Context: an optimization exercise on an open-source flow, tuned for small area, a short achievable clock period and few clock cycles. The choices shown serve that exercise and are no tape-out recipe.
Only simulation tests tie the RTL to the original design; equivalence was not proved.
Power figures rest on the tool's default switching activity, not on a simulated workload.

===== flow/design.v =====
module cm11a_ctrl (
  input  wire         clk,
  input  wire         rst,
  input  wire         open_ok,
  input  wire         in_valid,
  output wire         in_ready,
  input  wire [1:0]   in_kind,
  input  wire [7:0]   in_op,
  input  wire [7:0]   in_n,
  input  wire [127:0] in_data,
  output reg          tx_valid,
  input  wire         tx_ready,
  output reg  [7:0]   tx_data,
  output reg          hr_valid,
  input  wire         hr_ready,
  output reg  [1:0]   hr_kind,
  output reg  [7:0]   hr_val,
  output reg          ev_valid,
  input  wire         ev_ready,
  output reg  [3:0]   ev_type,
  output reg  [7:0]   ev_a,
  output reg  [7:0]   ev_b,
  output reg  [7:0]   ev_c,
  output reg  [7:0]   ev_d
);
  localparam K_RX = 2'd0, K_HOST = 2'd1, K_IOERR = 2'd2, K_TMO = 2'd3;
  localparam OP_TRANSMIT = 8'h01, OP_ADDRESS = 8'h02, OP_LABEL = 8'h03,
             OP_COMMAND  = 8'h04, OP_RING_ON = 8'h05, OP_RING_OFF = 8'h06,
             OP_QUERY    = 8'h07;
  localparam HR_ACCEPT = 2'd0, HR_REJECT = 2'd1, HR_HOLD = 2'd2;
  localparam RJ_RANGE = 8'h10, RJ_NOADDR = 8'h11, RJ_FAULTED = 8'h12,
             RJ_ILLEGAL = 8'h13, RJ_FORM = 8'h14;
  localparam EV_READY = 4'd1, EV_POLL = 4'd2, EV_ADDRESS = 4'd3, EV_COMMAND = 4'd4,
             EV_POWERFAIL = 4'd5, EV_CKOK = 4'd6, EV_CKBAD = 4'd7, EV_RETX = 4'd8,
             EV_TXFAIL = 4'd9, EV_RINGON = 4'd10, EV_RINGOFF = 4'd11,
             EV_QSTATUS = 4'd12, EV_COMPLETE = 4'd13, EV_FAULT = 4'd14;
  localparam RES_OK = 8'd0, RES_STATUS = 8'd1, RES_ERR = 8'd2;
  localparam F_TRANSPORT = 8'h01, F_POLL_LEN = 8'h04, F_TIMEOUT = 8'h05;
  localparam L_UNREADY = 2'd0, L_READY = 2'd1, L_TX = 2'd2;
  localparam B_STATUS = 2'd0, B_RING = 2'd1, B_DONE = 2'd2, B_FAILED = 2'd3;
  localparam X_NONE = 2'd0, X_STATUS = 2'd1, X_CKSUM = 2'd2, X_POLL = 2'd3;
  localparam Q_PLAIN = 2'd0, Q_ADDR = 2'd1, Q_RON = 2'd2, Q_ROFF = 2'd3;
  localparam C_NONE = 2'd0, C_OK = 2'd1, C_RON = 2'd2, C_ROFF = 2'd3;
  localparam T_IDLE = 4'd0, T_RING = 4'd1, T_CPL = 4'd2, T_STCPL = 4'd3,
             T_RETX = 4'd4, T_TXFAIL = 4'd5, T_POLL = 4'd6, T_FB = 4'd7,
             T_FO = 4'd8;
  function integer cap;
    input integer p;
    begin
      cap = (p == 7) ? 2 : 8 - p;
    end
  endfunction
  function integer off;
    input integer p;
    integer i;
    begin
      off = 0;
      for (i = 0; i < p; i = i + 1) off = off + cap(i);
    end
  endfunction
  localparam PAYB = 37;    
  function [3:0] code_n;
    input [3:0] x;
    begin
      case (x)
        4'd1:  code_n = 4'h6;  4'd2:  code_n = 4'hE;  4'd3:  code_n = 4'h2;  4'd4:  code_n = 4'hA;
        4'd5:  code_n = 4'h1;  4'd6:  code_n = 4'h9;  4'd7:  code_n = 4'h5;  4'd8:  code_n = 4'hD;
        4'd9:  code_n = 4'h7;  4'd10: code_n = 4'hF;  4'd11: code_n = 4'h3;  4'd12: code_n = 4'hB;
        4'd13: code_n = 4'h0;  4'd14: code_n = 4'h8;  4'd15: code_n = 4'h4;  default: code_n = 4'hC;
      endcase
    end
  endfunction
  function pair_ok;
    input [7:0] c;
    input [7:0] u;
    begin
      pair_ok = ((c >= 8'h41 && c <= 8'h50) || (c >= 8'h61 && c <= 8'h70)) &&
                (u >= 8'd1 && u <= 8'd16);
    end
  endfunction
  reg         boot_pend;
  reg         boot_ok;
  reg [7:0]   fault;
  reg [1:0]   boot;
  reg [1:0]   lstate;
  reg [1:0]   retry;
  reg         hold;
  reg [7:0]   opseq;
  reg [7:0]   last_addr;
  reg         last_addr_ok;
  reg [3:0]   nops;              
  reg [3:0]   qfree;             
  reg [1:0]   qk   [0:7];
  reg [7:0]   qid  [0:7];
  reg [2:0]   qlm  [0:7];        
  reg [8*PAYB-1:0] qpay;
  reg         hdoom;             
  reg  [2:0]  hsub;              
  reg [1:0]   exp_kind;
  reg [3:0]   exp_cnt;
  reg [7:0]   exp_owner;
  reg [7:0]   exp_b7;
  reg [1:0]   sav_kind;
  reg [3:0]   sav_cnt;
  reg [7:0]   sav_owner;
  reg [7:0]   sav_b7;
  reg [3:0]   poll_len;
  reg [7:0]   poll_mask;
  reg [7:0]   poll_rep [0:7];
  reg         cp_valid;
  reg [1:0]   cp_kind;
  reg [7:0]   cp_id;
  reg [3:0]   et;                
  reg         et_busy;           
  reg         et_fo;             
  reg [2:0]   pidx;
  reg         tx_act;            
  reg [2:0]   ti;                
  reg [2:0]   tlast;             
  reg [7:0]   ck_acc;            
  reg [7:0]   fl_c, fl_r;        
  reg        txs_valid;
  reg [7:0]  txs_data;
  reg        hrs_valid;
  reg [1:0]  hrs_kind;
  reg [7:0]  hrs_val;
  reg        evs_valid;
  reg [3:0]  evs_type;
  reg [7:0]  evs_a, evs_b, evs_c, evs_d;
  reg         c_valid;
  reg  [1:0]  c_kind;
  reg         c_illegal;     
  reg         c_form;        
  reg         c_range;       
  reg         c_cmd, c_query, c_addrop, c_push;
  reg  [3:0]  c_k;           
  reg  [8:0]  c_kgt;         
  reg         c_sok;         
  reg  [3:0]  c_inc;         
  reg  [1:0]  c_wkind;       
  reg  [2:0]  c_wlm;         
  reg  [63:0] c_data;        
  reg         c_r55, c_r5a, c_ra5, c_rother;
  reg         c_lenbad;      
  reg         c_host;        
  reg         c_kh;          
  reg         rdy0;          
  integer i;
  wire busy_tx = tx_act;
  wire busy_ev = et_busy;
  wire accept  = c_valid && rdy0 && (!busy_tx || c_kh) && (!busy_ev || c_host);
  assign in_ready = !c_valid || accept;
  reg [7:0]  k_need;
  reg        n_bad;
  reg        labels_bad;
  reg [63:0] codes;
  always @(*) begin
    case (in_op)
      OP_TRANSMIT: k_need = in_n;
      OP_ADDRESS:  k_need = in_n;
      OP_LABEL:    k_need = {1'b0, in_n[7:1]};
      OP_QUERY:    k_need = 8'd0;
      default:     k_need = 8'd1;
    endcase
    case (in_op)
      OP_TRANSMIT: n_bad = 1'b0;
      OP_ADDRESS:  n_bad = (in_n == 8'd0);
      OP_LABEL:    n_bad = (in_n == 8'd0) || in_n[0];
      OP_COMMAND:  n_bad = (in_n != 8'd1);
      default:     n_bad = (in_n != 8'd0);
    endcase
    labels_bad = 1'b0;
    for (i = 0; i < 8; i = i + 1) begin
      if (i < in_n[7:1] && !pair_ok(in_data[16*i +: 8], in_data[16*i+8 +: 8]))
        labels_bad = 1'b1;
      codes[8*i +: 8] = {code_n(in_data[16*i +: 4]), code_n(in_data[16*i+8 +: 4])};
    end
  end
  always @(posedge clk) begin
    if (rst) c_valid <= 1'b0;
    else if (in_ready) c_valid <= in_valid;
  end
  always @(posedge clk) begin
    if (rst) rdy0 <= 1'b0;
    else     rdy0 <= !(tx_valid && !tx_ready) && !(hr_valid && !hr_ready) &&
                     !(ev_valid && !ev_ready);
  end
  always @(posedge clk) begin
    if (in_ready) begin
      c_kind    <= in_kind;
      c_illegal <= (in_op == 8'd0 || in_op > OP_QUERY);
      c_form    <= n_bad || k_need > 8'd8;
      c_range   <= (in_op == OP_LABEL && labels_bad) ||
                   (in_op == OP_COMMAND && in_data[7:0] > 8'd15);
      c_cmd     <= (in_op == OP_COMMAND);
      c_query   <= (in_op == OP_QUERY);
      c_addrop  <= (in_op == OP_ADDRESS || in_op == OP_LABEL);
      c_push    <= (in_op == OP_TRANSMIT) ? (in_n != 8'd0)
                                          : (in_op >= OP_ADDRESS && in_op <= OP_RING_OFF);
      c_k       <= k_need[3:0];
      for (i = 0; i < 9; i = i + 1) c_kgt[i] <= (k_need > i);
      c_sok     <= !(in_op == 8'd0 || in_op > OP_QUERY) && !(n_bad || k_need > 8'd8) &&
                   !((in_op == OP_LABEL && labels_bad) ||
                     (in_op == OP_COMMAND && in_data[7:0] > 8'd15));
      c_inc     <= (in_op == OP_ADDRESS || in_op == OP_LABEL) ? k_need[3:0] : 4'd1;
      case (in_op)
        OP_ADDRESS, OP_LABEL: c_wkind <= Q_ADDR;
        OP_RING_ON:           c_wkind <= Q_RON;
        OP_RING_OFF:          c_wkind <= Q_ROFF;
        default:              c_wkind <= Q_PLAIN;
      endcase
      case (in_op)
        OP_TRANSMIT, OP_ADDRESS, OP_LABEL: c_wlm <= k_need[2:0] - 3'd1;
        OP_COMMAND:                        c_wlm <= 3'd1;
        default:                           c_wlm <= 3'd0;
      endcase
      if (in_kind == K_HOST && in_op == OP_LABEL)
        c_data <= codes;
      else if (in_kind == K_HOST && in_op == OP_COMMAND)
        c_data <= {48'd0, 4'd0, in_data[3:0], 8'h06};
      else if (in_kind == K_HOST && in_op == OP_RING_ON)
        c_data <= {56'd0, 8'hEB};
      else if (in_kind == K_HOST && in_op == OP_RING_OFF)
        c_data <= {56'd0, 8'hDB};
      else
        c_data <= in_data[63:0];
      c_r55     <= (in_data[7:0] == 8'h55);
      c_r5a     <= (in_data[7:0] == 8'h5A);
      c_ra5     <= (in_data[7:0] == 8'hA5);
      c_rother  <= (in_data[7:0] != 8'h55) && (in_data[7:0] != 8'h5A) &&
                   (in_data[7:0] != 8'hA5);
      c_lenbad  <= (in_data[7:0] < 8'd2) || (in_data[7:0] > 8'd9);
      c_host    <= (in_kind == K_HOST && in_op != OP_QUERY);
      c_kh      <= (in_kind == K_HOST);
    end
  end
  wire [7:0] rxb = c_data[7:0];
  wire F       = (fault != 8'd0);
  wire itm     = !boot_pend;                
  wire k_host  = (c_kind == K_HOST) && itm;
  wire rx_ok   = (c_kind == K_RX) && !F && itm;
  wire r55     = rx_ok && c_r55;
  wire r5a     = rx_ok && c_r5a;
  wire ra5     = rx_ok && c_ra5;
  wire rxo     = rx_ok && c_rother;
  wire e_none  = (exp_kind == X_NONE);
  wire s_none  = (sav_kind == X_NONE);
  wire xs      = rxo && (exp_kind == X_STATUS);
  wire xs_end  = xs && (exp_cnt == 4'd13);
  wire own0    = (exp_owner == 8'd0);
  wire xs_b    = xs_end && own0;            
  wire xs_q    = xs_end && !own0;           
  wire xc      = rxo && (exp_kind == X_CKSUM);
  wire ck_eq   = (rxb == ck_acc);
  wire c_ok    = xc && ck_eq;
  wire c_bad   = xc && !ck_eq;
  wire c_retry = c_bad && (retry != 2'd3);
  wire c_fail  = c_bad && (retry == 2'd3);
  wire xp      = rxo && (exp_kind == X_POLL);
  wire p0      = xp && (exp_cnt == 4'd0);
  wire p_lbad  = p0 && c_lenbad;
  wire p_len   = p0 && !c_lenbad;
  wire p_mask  = xp && (exp_cnt == 4'd1);
  wire p_rep   = xp && (exp_cnt[3:1] != 3'd0);
  wire p_res   = p_rep && (exp_cnt == poll_len);
  wire f_io    = (c_kind == K_IOERR) && !F && itm;
  wire f_tmo   = (c_kind == K_TMO) && !F && itm && (!e_none || cp_valid);
  wire flt_b   = boot_pend && !boot_ok;
  wire flt     = boot_pend ? !boot_ok : (f_io || f_tmo || p_lbad);
  wire [7:0] f_cause = f_tmo ? F_TIMEOUT : p_lbad ? F_POLL_LEN : F_TRANSPORT;
  wire qfull   = c_kgt[qfree];
  wire qnz     = !qfree[3];                   
  wire q2      = (qfree <= 4'd6);             
  wire qok     = (lstate == L_READY) && e_none && s_none && !cp_valid;
  wire h_pass  = !F && boot[1] && c_sok && !(c_cmd && !last_addr_ok) && !qfull;
  wire h_acc   = k_host && h_pass && !(c_query && !qok);
  wire h_query = h_acc && c_query;
  wire h_try   = h_acc && !c_query;
  wire h_push  = h_acc && c_push;
  reg  [1:0] o_hr_kind;
  reg  [7:0] o_hr_val;
  always @(*) begin
    o_hr_kind = HR_REJECT;
    o_hr_val  = 8'd0;
    if (F)                               o_hr_val  = RJ_FAULTED;
    else if (!boot[1])                   o_hr_kind = HR_HOLD;
    else if (c_illegal)                  o_hr_val  = RJ_ILLEGAL;
    else if (c_form)                     o_hr_val  = RJ_FORM;
    else if (c_range)                    o_hr_val  = RJ_RANGE;
    else if (c_cmd && !last_addr_ok)     o_hr_val  = RJ_NOADDR;
    else if (qfull || (c_query && !qok)) o_hr_kind = HR_HOLD;
    else begin
      o_hr_kind = HR_ACCEPT;
      o_hr_val  = opseq;
    end
  end
  wire        h_addr  = (qk[0] == Q_ADDR);
  wire        h_last  = (hsub == qlm[0]);           
  wire        q_push  = h_push || xs_b;
  wire        pop     = c_ok || c_fail;
  wire        pop_sub = h_addr && !h_last;
  wire        q_sub   = pop && pop_sub;
  wire        q_shift = pop && !pop_sub;
  wire        w_host  = (c_kind == K_HOST);
  wire [1:0]  w_kind  = w_host ? c_wkind : Q_RON;
  wire [7:0]  w_id    = w_host ? opseq : 8'd0;
  wire [2:0]  w_lm    = w_host ? c_wlm : 3'd0;
  wire [63:0] w_pay   = !w_host ? {56'd0, 8'hEB} :
                        c_cmd   ? {c_data[63:16], last_addr[7:4], c_data[11:0]} : c_data;
  wire [2:0]  k_last     = c_k[2:0] - 3'd1;
  wire [7:0]  final_addr = c_data[8*k_last +: 8];
  wire [7:0]  next_opseq = (opseq == 8'd255) ? 8'd1 : opseq + 8'd1;
  wire [3:0]  qf_push = qfree - c_inc;
  wire [3:0]  qf_dec  = qfree - 4'd1;
  wire [3:0]  qf_inc  = qfree + 4'd1;
  wire n_ready   = r55 || xs_b || c_bad || (lstate == L_READY);
  wire l_rdy     = (lstate == L_READY);
  wire idle3     = e_none && s_none && !cp_valid;
  wire hs        = hold && s_none;
  wire rel       = (xs_q || c_ok || c_fail || p_res) && hs;
  wire cand      = (h_try && l_rdy && (qnz || c_push)) ||
                   (r55 && qnz) ||
                   xs_b ||
                   (xs_q && hs && l_rdy && qnz) ||
                   (c_ok && hs && l_rdy && q2) ||
                   (c_retry && qnz) ||
                   (c_fail && hs && q2) ||
                   (p_res && hs && l_rdy && qnz);
  wire start     = (h_try && l_rdy && (qnz || c_push) && idle3) ||
                   (r55 && qnz && e_none && s_none) ||
                   (xs_b && s_none && !cp_valid) ||
                   (xs_q && hs && l_rdy && qnz && !cp_valid) ||
                   (c_retry && qnz && s_none && !cp_valid) ||
                   (c_fail && hs && q2 && !cp_valid) ||
                   (p_res && hs && l_rdy && qnz && !cp_valid);
  wire n_hold    = start ? 1'b0 : cand ? 1'b1 : rel ? 1'b0 : hold;
  wire        s_fail   = xc && (retry == 2'd3);
  wire        s_next   = s_fail && !pop_sub;        
  wire        s_new    = !s_fail && (nops == 4'd0);
  wire [1:0]  s_kind   = s_next ? qk[1] : s_new ? w_kind : qk[0];
  wire [7:0]  s_b0     = s_next ? qpay[8*8 +: 8] : s_new ? w_pay[7:0] : qpay[7:0];
  wire [2:0]  s_lm     = s_next ? qlm[1] : s_new ? w_lm : qlm[0];
  wire [2:0]  s_sub    = (s_next || s_new) ? 3'd0 : s_fail ? hsub + 3'd1 : hsub;
  wire        s_addr   = (s_kind == Q_ADDR);
  wire [7:0]  s_first  = s_addr ? 8'h04 : s_b0;
  reg        o_tx;
  reg [7:0]  o_tx_data;
  always @(*) begin
    o_tx = 1'b1;
    if (start)                               o_tx_data = s_first;
    else if (boot_pend || h_query)           o_tx_data = 8'h8B;
    else if (r5a)                            o_tx_data = 8'hC3;
    else if (ra5)                            o_tx_data = 8'h9B;
    else if (c_ok)                           o_tx_data = 8'h00;
    else begin                               o_tx_data = 8'h00; o_tx = 1'b0; end
    if (boot_pend && !boot_ok) o_tx = 1'b0;
  end
  wire [7:0] first_rep = (poll_len == 4'd2) ? rxb : poll_rep[0];
  reg        o_ev;
  reg [3:0]  o_ev_type;
  reg [7:0]  o_ev_a, o_ev_b;
  always @(*) begin
    o_ev = 1'b1; o_ev_a = 8'd0; o_ev_b = 8'd0;
    if (flt) begin
      o_ev_type = EV_FAULT; o_ev_a = boot_pend ? F_TRANSPORT : f_cause;
    end else if (r55)   o_ev_type = EV_READY;
    else if (r5a)       o_ev_type = EV_POLL;
    else if (ra5)       o_ev_type = EV_POWERFAIL;
    else if (xs_end) begin
      o_ev_type = EV_QSTATUS; o_ev_a = exp_b7;
    end else if (xc) begin
      o_ev_type = ck_eq ? EV_CKOK : EV_CKBAD; o_ev_a = ck_acc; o_ev_b = ck_eq ? 8'd0 : rxb;
    end else if (p_res) begin
      o_ev_type = poll_mask[0] ? EV_COMMAND : EV_ADDRESS; o_ev_a = first_rep;
    end else begin
      o_ev_type = 4'd0; o_ev = 1'b0;
    end
  end
  wire o_hr = k_host && !boot_pend;
  reg        own_ok;
  reg [7:0]  owner;
  always @(*) begin
    case ((exp_kind == X_POLL) ? sav_kind : exp_kind)
      X_STATUS: begin own_ok = 1'b1; owner = (exp_kind == X_POLL) ? sav_owner : exp_owner; end
      X_CKSUM:  begin own_ok = 1'b1; owner = qid[0]; end
      default:  begin own_ok = cp_valid; owner = cp_id; end
    endcase
  end
  wire fb = !boot[1];      
  reg [3:0]  n_et;
  reg        n_et_fo;
  always @(*) begin
    n_et = T_IDLE; n_et_fo = 1'b0;
    if (flt) begin
      if (fb) begin
        n_et = T_FB; n_et_fo = own_ok && owner != 8'd0;
      end else if (own_ok) n_et = T_FO;
    end else if (r55 && cp_valid) begin
      case (cp_kind)
        C_RON, C_ROFF: n_et = T_RING;
        C_OK:          n_et = T_CPL;
        default:       n_et = T_IDLE;
      endcase
    end else if (xs_q)    n_et = T_STCPL;
    else if (c_retry)     n_et = T_RETX;
    else if (c_fail)      n_et = T_TXFAIL;
    else if (p_res && poll_len != 4'd2) n_et = T_POLL;
  end
  reg [3:0]  t_type;
  reg [7:0]  t_a, t_b, t_c, t_d;
  reg [3:0]  t_next;
  reg        t_next_fo;
  always @(*) begin
    t_type = EV_COMPLETE; t_a = 8'd0; t_b = RES_OK; t_c = 8'd0; t_d = 8'd0;
    t_next = T_IDLE; t_next_fo = 1'b0;
    case (et)
      T_RING: begin
        t_type = (cp_kind == C_RON) ? EV_RINGON : EV_RINGOFF;
        t_next = T_CPL;
      end
      T_CPL: begin
        t_a = cp_id;
      end
      T_STCPL: begin
        t_a = exp_owner; t_b = RES_STATUS; t_c = exp_b7;
      end
      T_RETX: begin
        t_type = EV_RETX; t_a = {6'd0, retry}; t_b = 8'd0;
      end
      T_TXFAIL: begin
        t_type = EV_TXFAIL; t_a = fl_c; t_b = fl_r; t_c = cp_id; t_d = 8'd3;
      end
      T_POLL: begin
        t_type = poll_mask[pidx] ? EV_COMMAND : EV_ADDRESS;
        t_a    = poll_rep[pidx];
        t_b    = 8'd0;
        if (pidx + 3'd2 != poll_len[2:0]) t_next = T_POLL;
      end
      T_FB: begin
        t_b = RES_ERR; t_c = fault;
        if (et_fo) t_next = T_FO;
      end
      default: begin  
        t_a = owner; t_b = RES_ERR; t_c = fault;
      end
    endcase
  end
  wire core_go = boot_pend || accept;
  wire tx_go   = busy_tx && !txs_valid;
  wire et_go   = busy_ev && !evs_valid;
  wire [7:0] tail_byte = qpay[8*ti +: 8];
  wire       c_tx      = core_go && o_tx;
  wire       c_ev      = core_go && o_ev;
  wire       w_tx      = c_tx || tx_go;
  wire [7:0] w_tx_data = c_tx ? o_tx_data : tail_byte;
  wire       w_hr      = accept && o_hr;
  wire       w_ev      = c_ev || et_go;
  wire [3:0] w_ev_type = c_ev ? o_ev_type : t_type;
  wire [7:0] w_ev_a    = c_ev ? o_ev_a : t_a;
  wire [7:0] w_ev_b    = c_ev ? o_ev_b : t_b;
  wire [7:0] w_ev_c    = c_ev ? 8'd0 : t_c;
  wire [7:0] w_ev_d    = c_ev ? 8'd0 : t_d;
  always @(posedge clk) begin
    if (rst) begin
      tx_valid  <= 1'b0;
      txs_valid <= 1'b0;
    end else if (!tx_valid || tx_ready) begin
      tx_valid  <= txs_valid || w_tx;
      txs_valid <= 1'b0;
    end else if (!txs_valid) begin
      txs_valid <= w_tx;
    end
  end
  always @(posedge clk) begin
    if (!tx_valid || tx_ready) tx_data <= txs_valid ? txs_data : w_tx_data;
    else if (!txs_valid)       txs_data <= w_tx_data;
  end
  always @(posedge clk) begin
    if (rst) begin
      hr_valid  <= 1'b0;
      hrs_valid <= 1'b0;
    end else if (!hr_valid || hr_ready) begin
      hr_valid  <= hrs_valid || w_hr;
      hrs_valid <= 1'b0;
    end else if (!hrs_valid) begin
      hrs_valid <= w_hr;
    end
  end
  always @(posedge clk) begin
    if (!hr_valid || hr_ready) begin
      hr_kind <= hrs_valid ? hrs_kind : o_hr_kind;
      hr_val  <= hrs_valid ? hrs_val : o_hr_val;
    end else if (!hrs_valid) begin
      hrs_kind <= o_hr_kind;
      hrs_val  <= o_hr_val;
    end
  end
  always @(posedge clk) begin
    if (rst) begin
      ev_valid  <= 1'b0;
      evs_valid <= 1'b0;
    end else if (!ev_valid || ev_ready) begin
      ev_valid  <= evs_valid || w_ev;
      evs_valid <= 1'b0;
    end else if (!evs_valid) begin
      evs_valid <= w_ev;
    end
  end
  always @(posedge clk) begin
    if (!ev_valid || ev_ready) begin
      ev_type <= evs_valid ? evs_type : w_ev_type;
      ev_a    <= evs_valid ? evs_a : w_ev_a;
      ev_b    <= evs_valid ? evs_b : w_ev_b;
      ev_c    <= evs_valid ? evs_c : w_ev_c;
      ev_d    <= evs_valid ? evs_d : w_ev_d;
    end else if (!evs_valid) begin
      evs_type <= w_ev_type;
      evs_a    <= w_ev_a;
      evs_b    <= w_ev_b;
      evs_c    <= w_ev_c;
      evs_d    <= w_ev_d;
    end
  end
  always @(posedge clk) begin
    if (rst) begin
      boot_pend    <= 1'b1;
      boot_ok      <= open_ok;
      fault        <= 8'd0;
      boot         <= B_STATUS;
      lstate       <= L_UNREADY;
      retry        <= 2'd0;
      hold         <= 1'b0;
      opseq        <= 8'd1;
      last_addr_ok <= 1'b0;
      nops         <= 4'd0;
      qfree        <= 4'd8;
      exp_kind     <= open_ok ? X_STATUS : X_NONE;
      exp_cnt      <= 4'd0;
      exp_owner    <= 8'd0;
      sav_kind     <= X_NONE;
      cp_valid     <= 1'b0;
      et           <= T_IDLE;
      et_busy      <= 1'b0;
      et_fo        <= 1'b0;
      tx_act       <= 1'b0;
    end else begin
      if (tx_go && ti == tlast) tx_act <= 1'b0;
      if (et_go) begin
        et      <= t_next;
        et_busy <= (t_next != T_IDLE);
        et_fo   <= t_next_fo;
      end
      if (core_go) begin
        boot_pend <= 1'b0;
        if (flt) fault <= boot_pend ? F_TRANSPORT : f_cause;
        if (flt && fb)                                              boot <= B_FAILED;
        else if (c_fail && qid[0] == 8'd0)                          boot <= B_FAILED;
        else if (xs_b)                                              boot <= B_RING;
        else if (r55 && cp_valid && cp_kind == C_RON && cp_id == 8'd0) boot <= B_DONE;
        lstate <= start ? L_TX : n_ready ? L_READY : lstate;
        if (c_ok || c_fail) retry <= 2'd0;
        else if (c_retry)   retry <= retry + 2'd1;
        hold <= n_hold;
        if (h_acc) opseq <= next_opseq;
        if (h_acc && c_addrop) last_addr_ok <= 1'b1;
        if (q_push)  nops <= nops + 4'd1;
        if (q_shift) nops <= nops - 4'd1;
        if (h_push)    qfree <= qf_push;
        else if (xs_b) qfree <= qf_dec;
        else if (pop)  qfree <= qf_inc;
        exp_kind <= start ? X_CKSUM :
                    (r5a ? X_POLL : h_query ? X_STATUS : (xs_end || xc) ? X_NONE :
                     p_res ? sav_kind : exp_kind);
        if (start || r5a || h_query) exp_cnt <= 4'd0;
        else if (p_res)              exp_cnt <= sav_cnt;
        else if (xs || p_rep)        exp_cnt <= exp_cnt + 4'd1;
        else if (p_len)              exp_cnt <= 4'd1;
        else if (p_mask)             exp_cnt <= 4'd2;
        if (h_query)                 exp_owner <= opseq;
        else if (p_res)              exp_owner <= sav_owner;
        if (r5a && exp_kind != X_POLL) sav_kind <= exp_kind;
        else if (p_res)                sav_kind <= X_NONE;
        if (r55)       cp_valid <= 1'b0;
        else if (c_ok) cp_valid <= 1'b1;
        if (n_et != T_IDLE) begin
          et      <= n_et;
          et_busy <= 1'b1;
          et_fo   <= n_et_fo;
        end
        if (start) tx_act <= s_addr || (s_lm != 3'd0);
      end
    end
  end
  always @(posedge clk) begin
    if (tx_go) begin
      ck_acc <= ck_acc + tail_byte;
      ti     <= ti + 3'd1;
    end
    if (et_go) pidx <= pidx + 3'd1;
    if (core_go) begin
      if (h_acc && c_addrop) last_addr <= final_addr;
      if (xs && exp_cnt == 4'd7) exp_b7 <= rxb;
      else if (p_res)            exp_b7 <= sav_b7;
      if (r5a && exp_kind != X_POLL) begin
        sav_cnt   <= exp_cnt;
        sav_owner <= exp_owner;
        sav_b7    <= exp_b7;
      end
      if (p_len)  poll_len <= rxb[3:0];
      if (p_mask) poll_mask <= rxb;
      if (p_rep)  poll_rep[exp_cnt[2:0] - 3'd2] <= rxb;
      if (c_ok) begin
        cp_id <= qid[0];
        case (qk[0])
          Q_ADDR:  cp_kind <= (h_last && !hdoom) ? C_OK : C_NONE;
          Q_RON:   cp_kind <= C_RON;
          Q_ROFF:  cp_kind <= C_ROFF;
          default: cp_kind <= C_OK;
        endcase
      end
      if (c_fail) begin
        cp_id <= qid[0];
        fl_c  <= ck_acc;
        fl_r  <= rxb;
      end
      if (n_et != T_IDLE) pidx <= 3'd1;
      if (start) begin
        ck_acc <= s_first;
        ti     <= s_addr ? s_sub : 3'd1;
        tlast  <= s_addr ? s_sub : s_lm;
      end
      if (q_sub) hsub <= hsub + 3'd1;
      if (c_fail && pop_sub) hdoom <= 1'b1;
    end
    if (nops == 4'd0 || (core_go && q_shift)) begin
      hsub  <= 3'd0;
      hdoom <= 1'b0;
    end
  end
  wire q_shift_go = accept && q_shift;
  genvar p, b;
  generate
    for (p = 0; p < 8; p = p + 1) begin : slot
      wire ld   = (nops <= p) || q_shift_go;
      wire from = (nops > p) && (p < 7);
      always @(posedge clk) begin
        if (ld) begin
          if (from) begin
            qk[p]  <= qk[(p+1)%8];
            qid[p] <= qid[(p+1)%8];
            qlm[p] <= qlm[(p+1)%8];
          end else begin
            qk[p]  <= w_kind;
            qid[p] <= w_id;
            qlm[p] <= w_lm;
          end
        end
      end
      for (b = 0; b < cap(p); b = b + 1) begin : byte_
        always @(posedge clk) begin
          if (ld) begin
            if (from && b < cap(p + 1))
              qpay[8*(off(p)+b) +: 8] <= qpay[8*(off(p+1)+b) +: 8];
            else
              qpay[8*(off(p)+b) +: 8] <= w_pay[8*b +: 8];
          end
        end
      end
    end
  endgenerate
endmodule

===== flow/run.sh =====
#!/bin/bash
# synth_recipe.tcl (not shown) runs the flow's synth.tcl, then flattens the netlist and writes it again
# the make line also repeats each setting of config.mk as NAME=value (left out here)
make -C /OpenROAD-flow-scripts/flow DESIGN_CONFIG=/design/flow/config.mk WORK_HOME=/design/flow/orfs CLKGATE_MAP_FILE= SYNTH_SCRIPT=/design/flow/synth_recipe.tcl finish

===== flow/config.mk =====
export PLATFORM = sky130hd
export DESIGN_NAME = cm11a_ctrl
export DESIGN_NICKNAME = cm11a_ctrl
export VERILOG_FILES = /design/flow/design.v
export SDC_FILE = /design/flow/constraint.sdc
export NUM_CORES = 4
export LEC_CHECK = 0
export CAP_MARGIN = 20
export CORE_MARGIN = 2
export CORE_UTILIZATION = 40
export PLACE_DENSITY = 0.6
export SETUP_SLACK_MARGIN = 4.5
export SLEW_MARGIN = 20
export TNS_END_PERCENT = 100

===== flow/constraint.sdc =====
create_clock -name core_clock -period 8.0 [get_ports {clk}]
set_input_delay 1.6000 -clock core_clock [delete_from_list [all_inputs] [get_ports {clk}]]
set_output_delay 1.6000 -clock core_clock [all_outputs]
set_load 0.01 [all_outputs]

==> metrics.yaml, run 1 <==
status: "complete, no violations"
fmax_mhz: 281
dpl.hpwl_um: 69300
worstPathMaxFanout: 6
finalClockSkew_ns: 0.0218
synthFlopType: "edfxtp_1"
start_util_pct: 40.4
synth_area_um2: 37700
ys_types: 98
clkSlewWorstSetupHoldPaths_ns: 0.06
hold_class: "reg -> reg"
power_mw: 10.2
cts-buffers-inserted: 86
ioPinCount: 211
synth-adder-area-share_pct: 1.06
worstPathCellList: "clkdlybuf4s50_1, xnor2_1, nand4_1, maj3_1, o22ai_1, or4b_4, a2111oi_4"
fin_crit_ns: 3.56
critical_path_arrival_ns: 4.01
ys_seq_elements: 824
critPathSlowestCell: "clkdlybuf4s50_1"
grt_pass1_wl_um: 155000
cp_top_family: "simple AND/OR/NAND/NOR gates"
period_share_pct: 44.5
synth_compound_area_share_pct: 12.7
syn_inst: 3188
routed_wl_um: 103000
h-tree-depth: 3
vias: 26032
grt_max_degree: 108
cts_buffer_depth: 3
finalHoldViolCount: 0
io_buffers: 206
fin_nets: 3547
end_kind: "flip-flop"
yosysWarnings: 6
ir_drop_mv: 0.126
synth.avg_cell_area_um2: 11.8
drt-initial-drc-count: 2132
tightest_slew_ns: 1.08
leakage_nw: 16.3
grt_pass1_vias: 24654
synthArstFlopShare_pct: 0
setup_tns_ns: 0
cellPowerDensity_nw_per_um2: 227
gp_congestion: 0.917
track_usage_pct: 20.9
placed_area_um2: 41100
clock_sinks: 824
routed_via_density: 5.56
drc: 0
synth_mux_area_share_pct: 4.94
slew-limit-headroom_pct: 27.8
drv_slew: 0
worstPathRequired_ns: 8.45
yosys.area_share.simple_pct: 12.3
rsz0062_at_grt: "true"
final_core_util_pct: 48.0
syn_nets: 3371
final-setup-viol-count: 0
synth_top_family_by_area: "compound AO/OA/AOI/OAI gates"
max_stage_delay_ns: 0.57
synth_edf_count: 750
final_area_um2: 44800
die_area_um2: 96700
drtAntennaViolNets: 0
drtPass1Iterations: 5
cap_violations: 0
die_h_um: 311
layout-drive-gt1-share_pct: 12.4
fp.coreArea_um2: 93300
row_count: 112
avgRoutedWirePerCell_um: 22.0
path_class: "in -> reg"
start_kind: "primary input"
cts_tree: "yes"
grt-ovfl-total: 0
clkLatencyLatePin_ns: 0.65
die_w_um: 311
path_buf_inv: 1
synth-xor-area-share_pct: 2.14
seq_area_frac_synth_pct: 63.7
antenna_found_initial: 0
root_buffer: "clkbuf_16"
area_growth_pct: 18.9
report_power, final:
| part | internal, mW | total (mW) | switching [mW] |
|---|---|---|---|
| combinational | 0.394 | 0.912 | 0.518 |
| clock | 2.51 | 4.22 | 1.71 |
| sequential | 4.93 | 5.04 | 0.114 |
| total | 7.83 | 10.2 | 2.34 |
logic make-up after synthesis:
| family | Yosys count |
|---|---|
| fa+ha+maj | 31 |
| mux | 126 |
| compound gates | 798 |
| flops | 824 |
| xor+xnor | 92 |
| buf+inv | 310 |
| simple gates | 1007 |
layout make-up:
cell class,count,area [µm²]
antenna,1,2.50
clock buffer,96,2210
clock inverter,59,726
fill,8477,48500
inverter,124,465
multi-input combinational,2056,13200
sequential,824,24000
tap,1254,1570
timing repair buffer,272,2640
worst paths after layout:
check | to | slack, ns | startpoint | cells after the start
worst max-delay path | c_sok | 4.44 | in_data[4] | 7
worst min-delay path | lstate[1] | 0.45 | lstate[1] | 2
worst max register to register | qfree[3] | 4.54 | fault[0] | 11
worst min register to register | lstate[1] | 0.45 | lstate[1] | 2
synth_stat cells, types with 26 or more instances:
master,count,area share [%]
a211oi_1,26,0.52
xor2_1,37,0.86
xnor2_1,55,1.3
mux2i_1,42,1.1
mux4_2,44,2.6
a21oi_1,102,1.4
dfxtp_1,74,3.9
nand3_1,33,0.44
nor4_1,38,0.63
and2_1,36,0.60
inv_1,123,1.2
o21ai_0,443,5.9
or3_1,31,0.51
nand2_1,554,5.5
nor2_1,142,1.4
clkbuf_1,156,1.6
ha_1,28,0.93
mux2_2,40,1.2
nor3_1,30,0.40
edfxtp_1,750,60
cell usage in the layout (no fill, tap or decap), types with 16 or more instances in the layout:
cell / instances
clkbuf_16: 88
dlymetal6s2s_1: 16
a211oi_1: 25
a221oi_1: 16
nand3_1: 33
nor3_1: 24
nor4_1: 19
nand4_1: 23
mux2i_1: 41
nor2_1: 133
o31ai_1: 17
nand2_1: 545
a22oi_1: 18
o211ai_1: 18
ha_1: 27
nor2b_1: 20
and2_1: 35
xnor2_1: 54
or3_1: 30
mux2_2: 40
dlygate4sd2_1: 17
clkdlybuf4s50_1: 152
xor2_1: 36
a21oi_1: 99
nand2b_1: 17
bufinv_16: 16
clkinv_1: 17
buf_4: 51
edfxtp_1: 750
mux4_2: 44
dfxtp_1: 72
o21ai_0: 441
a31oi_1: 18
inv_1: 122
registers in the layout, indices dropped and copies added (netlist names), 9 cells and up:
name      cells
c_data       64
c_kgt         9
poll_rep     64
qid          64
qk           16
qlm          24
qpay        296
metrics by stage:
stage,setup slack [ns],hold WS (ns),cells
finish,4.44,0.450,4686
global route,4.43,0.468,4685
CTS,4.30,0.454,4678
detailed placement,3.13,0.447,4513
global placement,3.13,0.441,4513
floorplan,4.23,0.406,3188
tightest hold or removal path, stage by stage, from the launching register on:
cell and delay [ns]:
dfxtp_1 0.30, nand2_1 0.05, a21oi_1 0.05
layer usage:
| layer | vias up | track usage [%] | part of all wire (%) |
|---|---|---|---|
| met4 | 0 | 8.11 | 3.8 |
| met3 | 183 | 3.23 | 6.2 |
| li1 | 12174 | - | - |
| met5 | - | 0 | 0 |
| met2 | 915 | 33.8 | 47 |
| met1 | 12760 | 28.5 | 43 |
what timing repair did:
action,4_1_cts,5_1_grt
cloned,2,1
hold buffers,0,0
buffers inserted,8,6
gates resized for setup,138,88
pin swaps,26,32
setup endpoints to repair,484,441
Testbench counts, summed over its fixed seeds: cycles 5,576.
==> run 2: changes to the inputs <==
--- a/flow/design.v
+++ b/flow/design.v
@@ -601,4 +601,3 @@
       if (h_acc && c_addrop) last_addr <= final_addr;
-      if (xs && exp_cnt == 4'd7) exp_b7 <= rxb;
-      else if (p_res)            exp_b7 <= sav_b7;
+      if (p_res) exp_b7 <= sav_b7;
       if (r5a && exp_kind != X_POLL) begin
@@ -610,3 +609,2 @@
       if (p_mask) poll_mask <= rxb;
-      if (p_rep)  poll_rep[exp_cnt[2:0] - 3'd2] <= rxb;
       if (c_ok) begin
@@ -634,2 +632,4 @@
     end
+    if (exp_kind == X_STATUS && exp_cnt == 4'd7) exp_b7 <= rxb;
+    if (exp_kind == X_POLL && exp_cnt[3:1] != 3'd0) poll_rep[exp_cnt[2:0] - 3'd2] <= rxb;
     if (nops == 4'd0 || (core_go && q_shift)) begin
==> flow/flow/run.sh (new file) <==
#!/bin/bash
# The standard layout, with the port buffers made from buf_2 cells instead of
# the cell buffer_ports picks by default (a slow clkdlybuf4s50_1). Every input
# and output port still gets its own buffer.
set -e
export BUFFER_PORTS_ARGS="-buffer_cell sky130_fd_sc_hd__buf_2"
bash standard.sh finish > standard_flow.log 2>&1
==> flow/standard.sh (new file) <==
#!/bin/bash
# synth_recipe.tcl (not shown) runs the flow's synth.tcl, then flattens the netlist and writes it again
# the make line also repeats each setting of config.mk as NAME=value (left out here)
make -C /OpenROAD-flow-scripts/flow DESIGN_CONFIG=/design/flow/config.mk WORK_HOME=/design/flow/orfs CLKGATE_MAP_FILE= SYNTH_SCRIPT=/design/flow/synth_recipe.tcl "${@:-finish}"
removed: flow/run.sh
==> metrics.yaml, run 2 <==
status: "complete, no violations"
antenna_found_initial: 2  # +2
layout_common_cells: "edfxtp_1 (750), nand2_1 (490), o21ai_0 (392)"
cap_violations: 0  # unchanged
place_ws_ns: 3.02  # -0.107 ns
syn_nets: 3313  # -1.7%
synthFlopType: "edfxtp_1"
critical_path_arrival_ns: 3.89  # -0.12 ns
drc: 0  # unchanged
fin_ws_ns: 4.49  # +0.0527 ns
fillers: 8482  # +0.059%
period_share_pct: 43.8  # -0.66 points
largest_reg_flops: 296  # unchanged
worstPathMaxFanout: 7  # +1
setup_tns_ns: 0  # unchanged
root_buffer: "clkbuf_16"
cts_hold_buf: 0  # unchanged
clkSlewWorstSetupHoldPaths_ns: 0.06  # about the same
syn_inst: 3130  # -1.8%
ys_top_cells_by_area: "edfxtp_1 (60%), o21ai_0 (5.2%), nand2_1 (5.0%)"
synthTopCellsByCount: "edfxtp_1 (750), nand2_1 (505), o21ai_0 (394)"
ioPinCount: 211  # unchanged
dpl.hpwl_um: 67900  # -2.0%
cts-buffers-inserted: 86  # unchanged
ir_drop_mv: 0.161  # +28%
fin_crit_ns: 3.51  # -0.0527 ns
worstPathRequired_ns: 8.39  # -0.06 ns
drtAntennaViolNets: 0  # unchanged
yosysWarnings: 6  # unchanged
synth_top_cell_by_area: "edfxtp_1"
grt_pass1_wl_um: 153000  # -1.4%
synth_area_um2: 37600  # -0.29%
vias: 25748  # -1.1%
drt-initial-drc-count: 2609  # +22%
fin_nets: 3499  # -1.4%
h-tree-depth: 3  # unchanged
drv_slew: 0  # unchanged
track_usage_pct: 21.1  # +0.14 points
fp.coreArea_um2: 93200  # -0.15%
ys_seq_elements: 824  # unchanged
hold_class: "reg -> reg"
final_core_util_pct: 46.9  # -1.1 points
cellPowerDensity_nw_per_um2: 229  # +0.90%
seq_area_frac_synth_pct: 63.9  # +0.19 points
clock_sinks: 824  # unchanged
cts_tree: "yes"
grt_pass1_vias: 24300  # -1.4%
yosysTopAreaCellShare_pct: 59.9  # +0.18 points
antennaDiodeCount: 0  # -1
start_util_pct: 40.3  # -0.057 points
final_common_cell: "edfxtp_1"
grt-ovfl-total: 0  # unchanged
gp_congestion: 0.918  # +0.13%
synth_most_common_cell: "edfxtp_1"
end_kind: "flip-flop"
die_h_um: 310  # -0.14%
cts_buffer_depth: 3  # unchanged
die_w_um: 310  # -0.14%
synthArstFlopShare_pct: 0  # unchanged
routed_wl_um: 102000  # -0.85%
slew-limit-headroom_pct: 26.0  # -1.9 points
final-setup-viol-count: 0  # unchanged
area_growth_pct: 16.2
finalClockSkew_ns: 0.0348  # +0.0130 ns
fmax_mhz: 285  # +1.5%
clkLatencyLatePin_ns: 0.67  # +0.02 ns
finalHoldViolCount: 0  # unchanged
leakage_nw: 16.3  # -0.17%
row_count: 112  # unchanged
path_class: "in -> reg"
synth_edf_count: 750  # unchanged
routed_via_density: 5.55  # -0.15%
avgRoutedWirePerCell_um: 22.0  # about the same
regMostFlops: "qpay"
synth.avg_cell_area_um2: 12.0  # +1.6%
rsz0062_at_grt: "true"
io_buffers: 206  # unchanged
ys_types: 86  # -12%
grt_max_degree: 107  # -0.93%
layout-drive-gt1-share_pct: 18.4  # +6.1 points
die_area_um2: 96400  # -0.29%
drtPass1Iterations: 6  # +1
tightest_slew_ns: 1.11  # +0.0240 ns
start_kind: "primary input"
-- run 2: cell types whose count changed after synthesis, sizes merged, moves of 6 or more --
cell / before / now
and2: 37 / 29
a22o: 6 / 31
nor2: 142 / 151
a221oi: 21 / 15
buf: 29 / 22
o21ai: 447 / 402
o211ai: 18 / 9
o2bb2ai: 0 / 17
clkbuf: 157 / 171
mux2i: 42 / 50
o22ai: 11 / 3
nand2: 555 / 506
a222oi: 2 / 9
-- run 2: report_power, final --
| group | internal (mW) | switching, mW | leakage [nW] | total, mW |
|---|---|---|---|---|
| sequential | 4.93 | 0.127 | 8.66 | 5.06 |
| combinational | 0.336 | 0.492 | 6.20 | 0.829 |
| clock | 2.42 | 1.70 | 1.40 | 4.12 |
| total | 7.69 | 2.32 | 16.3 | 10.0 |
-- run 2: worst paths after layout --
kind                end   startpoint  cells after the start  slack (ns)
max          c_data[11]     in_op[3]                      9        4.49
max reg2reg    tlast[2]  exp_kind[1]                      8        4.56
min           lstate[1]    lstate[1]                      2        0.45
min reg2reg   lstate[1]    lstate[1]                      2        0.45
-- run 2: logic make-up (layout without fill, tap and decap cells) --
logic type | Yosys count | after routing | share of synthesized area, %
AO/OA/AOI/OAI | 774 | 776 | 12.7
XOR/XNOR | 97 | 97 | 2.26
adder cells (fa/ha/maj) | 30 | 30 | 1.04
buffers and inverters | 314 | 567 | 3.26
flip-flops | 824 | 824 | 63.9
multiplexers | 137 | 137 | 5.26
AND/OR/NAND/NOR | 954 | 957 | 11.6
-- run 2: final cells by class --
cell class                      instances  area [µm²]  share of cell area (%)
Sequential cell                       824       24000                    55.0
Multi-Input combinational cell       1997       13000                    29.8
Inverter                              121         454                    1.04
Clock inverter                         41         536                    1.23
Timing Repair Buffer                  286        1740                    3.99
Clock buffer                          119        2350                    5.38
Tap cell                             1254        1570                    3.59
-- run 2: stage by stage --
step                      cell area [µm²]  hold WS (ns)  std cells  total power [mW]
after global routing                43700         0.475       4642              10.3
final                               43700         0.451       4642              10.0
after detailed placement            40100         0.444       4446              5.93
after floorplan                     37900         0.406       3130              5.59
after global placement              40100         0.439       4446              5.93
after CTS                           43400         0.452       4627              10.1
-- run 2: per-layer routing --
layer	GRT usage [%]	share of wire, %	vias up
met5	0	0	-
met4	6.19	2.7	0
met3	3.63	7.3	148
met2	33.9	46	977
met1	29.4	44	12588
li1	-	-	12035
-- run 2: what timing repair did --
item	4_1_cts	5_1_grt
gates resized for setup	60	33
pin swaps	6	7
setup endpoints to repair	591	331
buffers inserted	17	13
hold endpoints to repair	0	0
gates cloned	4	2
-- run 2: worst max-delay path, stage by stage --
cell      delay [ns]
buf_2           0.09
or4_4           0.56
nor2_4          0.21
nand2_2         0.11
or3_4           0.39
nor2_4          0.25
nor2_4          0.10
a221oi_2        0.50
a21oi_1         0.07
Testbench counts of run 2, summed over its fixed seeds: cycles 5,576.
==> run 3: changes to the inputs <==
--- a/flow/config.mk
+++ b/flow/config.mk
@@ -10,2 +10,4 @@
 export CORE_UTILIZATION = 40
+export CTS_CLUSTER_DIAMETER = 80
+export CTS_CLUSTER_SIZE = 20
 export PLACE_DENSITY = 0.6
==> metrics.yaml, run 3 <==
drv_slew: 0  # unchanged
hold_class: "reg -> reg"
drtAntennaViolNets: 0  # unchanged
path_buf_inv: 1  # unchanged
cellPowerDensity_nw_per_um2: 200  # -13%
synth_edf_count: 750  # unchanged
ioPinCount: 211  # unchanged
vias: 25541  # -0.80%
largest_reg_flops: 296  # unchanged
ys_types: 86  # unchanged
drtPass1Iterations: 6  # unchanged
crit_cells: 9  # unchanged
worstPathRequired_ns: 8.38  # about the same
avgRoutedWirePerCell_um: 22.2  # +0.92%
worstPathCellList: "buf_2, or4_4, nor2_4, nand2_2, or3_4, nor2_4, nor2_4, a221oi_2, a21oi_1"
grt_pass1_vias: 23791  # -2.1%
synth_top_cell_by_area: "edfxtp_1"
rr_worst_depth: 11  # +3
yosysTopAreaCellShare_pct: 59.9  # unchanged
cts_buffer_depth: 3  # unchanged
final_core_util_pct: 45.3  # -1.6 points
intPower_mw: 6.41  # -17%
critPathSlowestCell: "or4_4"
clkPwrFrac_pct: 30.4  # -11 points
start_kind: "primary input"
power.share.combinational_pct: 9.8  # +1.5 points
fin_nets: 3461  # -1.1%
dpl.hpwl_um: 67900  # unchanged
regMostFlops: "qpay"
final_area_um2: 42200  # -3.4%
path_class: "in -> reg"
row_count: 112  # unchanged
instances_no_fill: 4561  # -1.7%
antenna_found_initial: 2  # unchanged
clkLatencyLatePin_ns: 0.64  # -0.03 ns
gp_congestion: 0.918  # unchanged
routed_wl_um: 101000  # -0.84%
die_area_um2: 96400  # unchanged
synthFlopType: "edfxtp_1"
synthTopCellsByCount: "edfxtp_1 (750), nand2_1 (505), o21ai_0 (394)"
grt-ovfl-total: 0  # unchanged
layout-drive-gt1-share_pct: 16.9  # -1.5 points
end_kind: "flip-flop"
synth_area_um2: 37600  # unchanged
h-tree-depth: 2  # -1
synthArstFlopShare_pct: 0  # unchanged
cts-buffers-inserted: 48  # -44%
leakage_nw: 15.5  # -4.5%
drt-initial-drc-count: 2846  # +9.1%
routed_via_density: 5.60  # +0.96%
die_w_um: 310  # unchanged
whs_path_depth: 2  # unchanged
area_growth_pct: 12.3
grt_pass1_wl_um: 151000  # -1.1%
place_ws_ns: 3.02  # unchanged
yosysWarnings: 6  # unchanged
critical_path_arrival_ns: 3.84  # -0.05 ns
synth.avg_cell_area_um2: 12.0  # unchanged
finalClockSkew_ns: 0.0381  # +0.00330 ns
synth_most_common_cell: "edfxtp_1"
fp.coreArea_um2: 93200  # unchanged
max_stage_delay_ns: 0.56  # about the same
final_common_cell: "edfxtp_1"
root_buffer: "clkbuf_16"
syn_inst: 3130  # unchanged
cpMostUsedCell: "nor2_4"
p_seq_share_pct: 59.7  # +9.1 points
ys_top_cells_by_area: "edfxtp_1 (60%), o21ai_0 (5.2%), nand2_1 (5.0%)"
clkSlewWorstSetupHoldPaths_ns: 0.08  # +0.02 ns
fin_crit_ns: 3.46  # -0.0437 ns
fmax_mhz: 289  # +1.3%
grt_max_degree: 107  # unchanged
die_h_um: 310  # unchanged
io_buffers: 206  # unchanged
layout_common_cells: "edfxtp_1 (750), nand2_1 (490), o21ai_0 (393)"
antennaDiodeCount: 0  # unchanged
ir_drop_mv: 0.164  # +2.2%
numPlacedInstances: 4446  # unchanged
clock_sinks: 824  # unchanged
status: "complete, no violations"
slew-limit-headroom_pct: 25.1  # -0.89 points
tightest_slew_ns: 1.12  # +0.0134 ns
worstPathMaxFanout: 7  # unchanged
fin_ws_ns: 4.54  # +0.0437 ns
seq_area_frac_synth_pct: 63.9  # unchanged
cts_hold_buf: 0  # unchanged
rsz0062_at_grt: "true"
track_usage_pct: 20.8  # -0.30 points
switchingPower_mw: 2.04  # -12%
cts_tree: "yes"
cap_violations: 0  # unchanged
ys_seq_elements: 824  # unchanged
finalHoldViolCount: 0  # unchanged
period_share_pct: 43.3  # -0.55 points
switching_share_pct: 24.2  # +1.0 points
syn_nets: 3313  # unchanged
drc: 0  # unchanged
cp_top_family: "simple AND/OR/NAND/NOR gates"
start_util_pct: 40.3  # unchanged
placed_area_um2: 40100  # unchanged
final-setup-viol-count: 0  # unchanged
setup_tns_ns: 0  # unchanged
[run 3: cell counts after synthesis]
No cell type changed its count.
[run 3: final timing paths]
path | start | end | slack, ns
setup / recovery | in_op[3] | c_data[11] | 4.54
hold / removal | lstate[1] | lstate[1] | 0.45
setup reg to reg | exp_cnt[1] | exp_cnt[0] | 4.59
hold reg to reg | lstate[1] | lstate[1] | 0.45
[run 3: final cells by class]
class | count | area [µm²]
clock buffer | 70 | 1310
inverter | 121 | 454
timing repair buffer | 286 | 1750
clock inverter | 9 | 65.1
tap | 1254 | 1570
multi-input combinational | 1997 | 13000
fill | 8622 | 51000
sequential | 824 | 24000
[run 3: power by group through the flow]
stage	clock network (mW)	registers (mW)	logic [mW]
global route	2.76	5.07	0.907
floorplan	0	5.10	0.494
detailed placement	0	5.14	0.790
CTS	2.62	5.05	0.819
finish	2.57	5.05	0.832
global placement	0	5.14	0.784
[run 3: routing by layer]
metal | up-vias | global-route usage [%] | wire length (µm)
li1 | 11919 | - | -
met1 | 12486 | 29.3 | 43900
met2 | 986 | 33.5 | 47200
met3 | 150 | 2.73 | 7150
met4 | 0 | 6.26 | 3000
met5 | - | 0 | 0
[run 3: cells by family (layout without fill, tap and decap cells)]
kind of cell,Yosys count,after routing,share of synthesized area [%]
XOR/XNOR,97,97,2.26
AND/OR/NAND/NOR,954,957,11.6
flip-flops,824,824,63.9
AO/OA/AOI/OAI,774,776,12.7
adder cells (fa/ha/maj),30,30,1.04
buffers and inverters,314,486,3.26
multiplexers,137,137,5.26
[run 3: worst reg2reg max path, delay by kind of cell, from the launching register on]
kind | cells | cell delay, ns
and+or+nand+nor | 5 | 1.50
AOI/OAI and AO/OA | 3 | 0.84
DFF | 1 | 0.45
buffers and inverters | 2 | 0.32
adders and majority gates | 1 | 0.22
[run 3: repair_timing]
item / in CTS / in global routing
setup endpoints to repair: 592 / 403
cloned: 4 / 2
pin swaps: 6 / 9
gates resized for setup: 59 / 35
setup buffers: 17 / 13
[run 3: metrics by stage]
step                hold slack (ns)  total power [mW]
floorplan                     0.406              5.59
global placement              0.439              5.93
detailed placement            0.444              5.93
CTS                           0.455              8.48
global route                  0.478              8.74
finish                        0.454              8.45
==> run 4: changes to the inputs <==
--- a/flow/design.v
+++ b/flow/design.v
@@ -99,2 +99,6 @@
   reg [1:0]   exp_kind;
+  reg         faulted;           
+  reg         cnt13;             
+  reg         cntl;              
+  reg         own0, sav_own0;    
   reg [3:0]   exp_cnt;
@@ -237,3 +241,3 @@
   wire [7:0] rxb = c_data[7:0];
-  wire F       = (fault != 8'd0);
+  wire F       = faulted;
   wire itm     = !boot_pend;                
@@ -248,4 +252,3 @@
   wire xs      = rxo && (exp_kind == X_STATUS);
-  wire xs_end  = xs && (exp_cnt == 4'd13);
-  wire own0    = (exp_owner == 8'd0);
+  wire xs_end  = xs && cnt13;
   wire xs_b    = xs_end && own0;            
@@ -264,3 +267,3 @@
   wire p_rep   = xp && (exp_cnt[3:1] != 3'd0);
-  wire p_res   = p_rep && (exp_cnt == poll_len);
+  wire p_res   = p_rep && cntl;
   wire f_io    = (c_kind == K_IOERR) && !F && itm;
@@ -528,2 +531,5 @@
       fault        <= 8'd0;
+      faulted      <= 1'b0;
+      cnt13        <= 1'b0;
+      own0         <= 1'b1;
       boot         <= B_STATUS;
@@ -555,2 +561,3 @@
         if (flt) fault <= boot_pend ? F_TRANSPORT : f_cause;
+        if (flt) faulted <= 1'b1;
         if (flt && fb)                                              boot <= B_FAILED;
@@ -578,4 +585,10 @@
         else if (p_mask)             exp_cnt <= 4'd2;
+        if (start || r5a || h_query) cnt13 <= 1'b0;
+        else if (p_res)              cnt13 <= (sav_cnt == 4'd13);
+        else if (xs || p_rep)        cnt13 <= (exp_cnt == 4'd12);
+        else if (p_len || p_mask)    cnt13 <= 1'b0;
         if (h_query)                 exp_owner <= opseq;
         else if (p_res)              exp_owner <= sav_owner;
+        if (h_query)                 own0 <= 1'b0;
+        else if (p_res)              own0 <= sav_own0;
         if (r5a && exp_kind != X_POLL) sav_kind <= exp_kind;
@@ -605,2 +618,3 @@
         sav_owner <= exp_owner;
+        sav_own0  <= own0;
         sav_b7    <= exp_b7;
@@ -608,2 +622,4 @@
       if (p_len)  poll_len <= rxb[3:0];
+      if (p_mask)      cntl <= (poll_len == 4'd2);
+      else if (p_rep)  cntl <= (exp_cnt + 4'd1 == poll_len);
       if (p_mask) poll_mask <= rxb;
--- a/flow/config.mk
+++ b/flow/config.mk
@@ -13,3 +13,3 @@
 export PLACE_DENSITY = 0.6
-export SETUP_SLACK_MARGIN = 4.5
+export SETUP_SLACK_MARGIN = 4.8
 export SLEW_MARGIN = 20
==> metrics.yaml, run 4 <==
final-setup-viol-count: 0  # unchanged
drc: 0  # unchanged
ir_drop_mv: 0.167  # +1.3%
synth_most_common_cell: "edfxtp_1"
root_buffer: "clkbuf_16"
synth_top_family_by_area: "simple AND/OR/NAND/NOR gates"
leakage_nw: 15.9  # +2.3%
io_buffers: 206  # unchanged
synth_top_cell_by_area: "edfxtp_1"
critical_path_arrival_ns: 3.72  # -0.12 ns
instances_no_fill: 4680  # +2.6%
syn_inst: 3212  # +2.6%
final_core_util_pct: 45.6  # +0.34 points
gp_congestion: 0.967  # +5.3%
ff_latch_area_um2: 24100  # +0.52%
routed_wl_um: 102000  # +0.33%
crit_start: "in_data[43]"
cts_hold_buf: 0  # unchanged
yosysTopAreaCellShare_pct: 59.5  # -0.47 points
setup_tns_ns: 0  # unchanged
row_count: 113  # +0.89%
rr_endpoint: "ck_acc[7]"
die_w_um: 312  # +0.52%
power_mw: 8.87  # +5.0%
ys_seq_elements: 829  # +0.61%
rsz0062_at_grt: "true"
drv_slew: 0  # unchanged
synthFlopType: "edfxtp_1"
finalHoldViolCount: 0  # unchanged
synth.avg_cell_area_um2: 11.8  # -1.5%
seq_area_frac_synth_pct: 63.5  # -0.35 points
fp.coreArea_um2: 94600  # +1.5%
avgRoutedWirePerCell_um: 21.7  # -2.2%
rr_worst_depth: 11  # unchanged
layout-drive-gt1-share_pct: 18.0  # +1.1 points
period_share_pct: 40.5  # -2.7 points
regMostFlops: "qpay"
drtAntennaViolNets: 0  # unchanged
place_ws_ns: 3.83  # +0.811 ns
cts_tree: "yes"
synth-xor-area-share_pct: 2.17  # -0.093 points
cap_violations: 0  # unchanged
fillers: 8668  # +0.53%
grt_pass1_vias: 24318  # +2.2%
ys_types: 92  # +7.0%
die_area_um2: 97400  # +1.0%
grt-ovfl-total: 0  # unchanged
tightest_slew_ns: 1.08  # -0.0394 ns
ioPinCount: 211  # unchanged
numPlacedInstances: 4538  # +2.1%
dpl.hpwl_um: 68200  # +0.36%
cts-buffers-inserted: 48  # unchanged
routed_via_density: 5.51  # -1.7%
status: "complete, no violations"
grt_max_degree: 108  # +0.93%
vias: 25769  # +0.89%
hold_class: "reg -> reg"
track_usage_pct: 20.2  # -0.55 points
largest_reg_flops: 296  # unchanged
synth_area_um2: 38000  # +1.1%
cellPowerDensity_nw_per_um2: 206  # +2.7%
finalClockSkew_ns: 0.0351  # -0.00298 ns
h-tree-depth: 2  # unchanged
synthArstFlopShare_pct: 0  # unchanged
drtPass1Iterations: 6  # unchanged
yosysWarnings: 6  # unchanged
die_h_um: 312  # +0.52%
multi_input_area_um2: 13500  # +3.6%
synthTopCellsByCount: "edfxtp_1 (752), nand2_1 (521), o21ai_0 (445)"
end_kind: "flip-flop"
fin_crit_ns: 3.24  # -0.219 ns
clkSlewWorstSetupHoldPaths_ns: 0.09  # about the same
grt_pass1_wl_um: 152000  # +0.26%
cts_buffer_depth: 3  # unchanged
holdWs_ns: 0.476  # +0.0221 ns
worstPathMaxFanout: 3  # -4
fin_nets: 3557  # +2.8%
path_class: "in -> reg"
start_kind: "primary input"
worstPathRequired_ns: 8.48  # +0.10 ns
r2r_setup_slack_ns: 4.83  # +0.24 ns
final_area_um2: 43100  # +2.3%
placed_area_um2: 40600  # +1.4%
clkLatencyLatePin_ns: 0.64  # about the same
final_common_cell: "edfxtp_1"
layout_common_cells: "edfxtp_1 (752), nand2_1 (506), o21ai_0 (410)"
yosys.area_share.simple_pct: 12.6  # +1.1 points
ys_top_cells_by_area: "edfxtp_1 (59%), o21ai_0 (5.9%), nand2_1 (5.2%)"
clock_sinks: 829  # +0.61%
slew-limit-headroom_pct: 28.0  # +2.9 points
synth-adder-area-share_pct: 1.03  # -0.011 points
synth_mux_area_share_pct: 4.98  # -0.28 points
fin_ws_ns: 4.76  # +0.219 ns
area_growth_pct: 13.6
synth_edf_count: 752  # +0.27%
drt-initial-drc-count: 2814  # -1.1%
synth_compound_area_share_pct: 12.5  # -0.25 points
start_util_pct: 40.1  # -0.18 points
fmax_mhz: 308  # +6.7%
syn_nets: 3395  # +2.5%
cp-endpoint: "c_sok"
antenna_found_initial: 4  # +2
r2r_start: "ti[0]"
-- run 4: cell count changes in the layout (fill, tap and decap cells not counted), sizes merged, moves of 9 or more --
cell     delta
o21ai      +58
nand3      +54
nor2       -32
nor3       +22
a22o       -17
clkbuf     +15
buf        +14
nand2      +13
a32o       -12
mux2i      -12
o2bb2ai    -12
o211ai     +10
and2        +9
-- run 4: critical path, stage by stage --
cell	delay (ns)
buf_4	0.13
nor4_4	0.36
xnor2_1	0.16
nand4_1	0.13
buf_6	0.16
o41ai_2	0.34
a21oi_1	0.12
or4_4	0.53
nor3_2	0.18
-- run 4: cell families (layout without fill, tap and decap cells) --
family | count (synthesis) | count (layout)
AOI/OAI and AO/OA | 798 | 798
xor gates and xnor gates | 94 | 94
adders and majority gates | 30 | 30
buffers and inverters | 312 | 512
DFF | 829 | 829
muxes | 128 | 128
other | 0 | 1
and+or+nand+nor | 1021 | 1023
-- run 4: worst min path at each step --
| stage | startpoint | end | slack, ns | depth (start not counted) |
|---|---|---|---|---|
| 2_1_floorplan | exp_cnt[3] | sav_cnt[3] | 0.41 | 0 |
| 5_1_grt | cnt13 | cnt13 | 0.50 | 1 |
| 3_3_place_gp | cnt13 | cnt13 | 0.44 | 1 |
| 3_5_place_dp | cnt13 | cnt13 | 0.45 | 1 |
| 6_report | cnt13 | cnt13 | 0.48 | 1 |
| 4_1_cts | cnt13 | cnt13 | 0.47 | 1 |
-- run 4: routing by layer --
metal  vias to the layer above  routed length (µm)  global-route usage, %
met2                       785               49400                   33.9
met3                       137                5690                   2.60
met4                         0                2830                   5.94
met5                         -                   0                      0
met1                     12621               43700                   27.6
li1                      12226                   -                      -
-- run 4: what timing repair did --
item                                   in CTS  in global routing
setup endpoints to repair                 555                152
pin swaps                                  13                 18
gates cloned                                2                  3
endpoints found under the hold margin       0                  0
setup buffers                              26                 20
resized for setup                          87                 48
-- run 4: report_power, final --
group | leakage [nW] | internal, mW | switching, mW | total (mW)
Combinational | 6.45 | 0.447 | 0.617 | 1.06
Sequential | 8.71 | 4.97 | 0.157 | 5.13
Clock | 0.712 | 1.26 | 1.42 | 2.68
Total | 15.9 | 6.68 | 2.20 | 8.87
-- run 4: final cells by class --
cell class              instances  area share [%]
diodes                          1         0.00580
repair buffers                303            4.59
inverters                     119            1.04
well taps                    1265            3.67
flip-flops and latches        829            56.0
clock buffers                  83            3.21
clock inverters                 7           0.229
multi-input cells            2073            31.3
Testbench counts of run 4, summed over its fixed seeds: cycles 5,576.
==> run 5: changes to the inputs <==
--- a/flow/config.mk
+++ b/flow/config.mk
@@ -13,3 +13,3 @@
 export PLACE_DENSITY = 0.6
-export SETUP_SLACK_MARGIN = 4.8
+export SETUP_SLACK_MARGIN = 4.5
 export SLEW_MARGIN = 20
==> metrics.yaml, run 5 <==
status: "complete, no violations"
vias: 25649  # -0.47%
yosysTopAreaCellShare_pct: 59.5  # unchanged
fin_nets: 3520  # -1.0%
syn_nets: 3395  # unchanged
slew-limit-headroom_pct: 26.6  # -1.3 points
whs_path_depth: 1  # unchanged
rsz0062_at_grt: "true"
fin_crit_ns: 3.42  # +0.174 ns
fillers: 8821  # +1.8%
largest_reg_flops: 296  # unchanged
regMostFlops: "qpay"
die_w_um: 312  # unchanged
synth_top_cell_by_area: "edfxtp_1"
drtAntennaViolNets: 0  # unchanged
synth_most_common_cell: "edfxtp_1"
grt_pass1_vias: 24346  # +0.12%
cts_hold_buf: 0  # unchanged
synth-adder-area-share_pct: 1.03  # unchanged
seq_area_frac_synth_pct: 63.5  # unchanged
drc: 0  # unchanged
grt_max_degree: 118  # +9.3%
gp_congestion: 0.929  # -3.9%
syn_inst: 3212  # unchanged
layout-drive-gt1-share_pct: 14.6  # -3.4 points
track_usage_pct: 20.0  # -0.17 points
routed_wl_um: 99300  # -2.2%
die_h_um: 312  # unchanged
start_util_pct: 40.1  # unchanged
synth_area_um2: 38000  # unchanged
cellPowerDensity_nw_per_um2: 207  # +0.57%
clock_sinks: 829  # unchanged
finalHoldViolCount: 0  # unchanged
die_area_um2: 97400  # unchanged
synth_compound_area_share_pct: 12.5  # unchanged
path_class: "reg -> reg"
p_seq_share_pct: 58.6  # +0.8 points
yosysWarnings: 6  # unchanged
cts-buffers-inserted: 48  # unchanged
drt-initial-drc-count: 2626  # -6.7%
h-tree-depth: 2  # unchanged
yosys.area_share.simple_pct: 12.6  # unchanged
routed_via_density: 5.53  # +0.37%
wl_met3_um: 5830  # +2.5%
synthArstFlopShare_pct: 0  # unchanged
routed.top_layer: "met4"
worstPathMaxFanout: 22  # +19
fin_ws_ns: 4.58  # -0.174 ns
grt_pass1_wl_um: 151000  # -0.61%
synth_top_family_by_area: "simple AND/OR/NAND/NOR gates"
drv_slew: 0  # unchanged
power.share.combinational_pct: 11.6  # -0.4 points
row_count: 113  # unchanged
area_growth_pct: 11.1
period_share_pct: 42.7  # +2.2 points
ys_types: 92  # unchanged
antenna_found_initial: 2  # -2
start_kind: "flip-flop"
dpl.hpwl_um: 67700  # -0.77%
layout_common_cells: "edfxtp_1 (752), nand2_1 (507), o21ai_0 (444)"
switchingPower_mw: 2.16  # -1.7%
ioPinCount: 211  # unchanged
synth.avg_cell_area_um2: 11.8  # unchanged
leakage_nw: 15.4  # -3.0%
synthTopCellsByCount: "edfxtp_1 (752), nand2_1 (521), o21ai_0 (445)"
synth_mux_area_share_pct: 4.98  # unchanged
place_ws_ns: 3.64  # -0.195 ns
cts_tree: "yes"
cts_buffer_depth: 3  # unchanged
ff_latch_area_um2: 24100  # about the same
ys_top_cells_by_area: "edfxtp_1 (59%), o21ai_0 (5.9%), nand2_1 (5.2%)"
## run 5: metrics by stage
step / utilization [%] / power (mW) / instance area, µm² / cells / hold WS (ns)
4_1_cts: 44.4 / 8.77 / 42000 / 4632 / 0.465
2_1_floorplan: - / 5.77 / 38000 / 3212 / 0.406
3_3_place_gp: 42.7 / 6.19 / 40300 / 4538 / 0.444
6_report: 44.6 / 8.73 / 42200 / 4641 / 0.465
3_5_place_dp: 42.7 / 6.20 / 40300 / 4538 / 0.444
5_1_grt: 44.6 / 9.03 / 42200 / 4640 / 0.481
## run 5: cell type report
| class | instances | share of cell area, % |
|---|---|---|
| diodes | 1 | 0.00593 |
| clock buffers | 84 | 3.29 |
| clock inverters | 4 | 0.0742 |
| inverters | 119 | 1.06 |
| multi-input cells | 2073 | 31.0 |
| flip-flops and latches | 829 | 57.2 |
| well taps | 1265 | 3.75 |
| repair buffers | 266 | 3.66 |
## run 5: metal layers
| metal | vias up | global-route usage [%] |
|---|---|---|
| met5 | - | 0 |
| met4 | 0 | 6.15 |
| met3 | 147 | 2.74 |
| met2 | 773 | 33.5 |
| met1 | 12584 | 27.2 |
| li1 | 12145 | - |
## run 5: power by group through the flow
stage               registers (mW)  clock network (mW)  logic, mW
floorplan                     5.17                   0      0.609
global placement              5.21                   0      0.975
detailed placement            5.21                   0      0.989
CTS                           5.12                2.65       1.00
global route                  5.14                2.79       1.10
finish                        5.12                2.60       1.01
## run 5: logic make-up after synthesis
kind of cell / after synthesis
buf+inv: 312
compound gates: 798
flops: 829
xor+xnor: 94
fa+ha+maj: 30
simple gates: 1021
mux: 128
## run 5: repair_timing
| action | 4_1_cts | 5_1_grt |
|---|---|---|
| gates cloned | 1 | 1 |
| endpoints found under the setup margin | 446 | 401 |
| setup buffers | 5 | 6 |
| pin swaps | 3 | 4 |
| gates resized for setup | 32 | 31 |
## run 5: final timing paths
check             from       end  slack (ns)
max          c_kind[0]  cp_id[4]        4.58
min              cnt13     cnt13        0.47
max reg2reg  c_kind[0]  cp_id[4]        4.58
min reg2reg      cnt13     cnt13        0.47
## run 5: critical path, stage by stage (launching register included)
cell	delay, ns
edfxtp_1	0.60
nor4_4	0.27
buf_4	0.33
and2_1	0.56
o21ai_0	0.36
nor2_1	0.91

-- static timing again, ports no longer ideal --
No port has a modelled driver above. Below, the same layouts with a new extraction and two added sets of constraints.
Step 1 assumes that a clkbuf_16 drives the clock port and a buf_2 every other input.
Step 2 times the ports against the registers' clock, not the clock port: input delays grow and output delays shrink by t, the midpoint of the rising clock arrivals with the driver on.
Three values: ideal ports, drivers, drivers and shift; two values: the first two.
run	t, ns	setup slack, ns	worst register clock-pin slew, ns
run 1	0.709	4.441 / 4.487 / 3.778	0.07 / 0.07
run 2	0.718	4.494 / 4.483 / 3.824	0.07 / 0.07
run 3	0.689	4.537 / 4.515 / 3.897	0.09 / 0.09
run 4	0.691	4.756 / 4.769 / 4.109	0.09 / 0.09
run 5	0.687	4.583 / 4.579 / 3.963	0.09 / 0.09
After both steps every run listed still meets setup and hold. For run 2, which loses most, drivers alone change the setup slack by -0.011 ns; drivers and shift together by -0.670 ns.
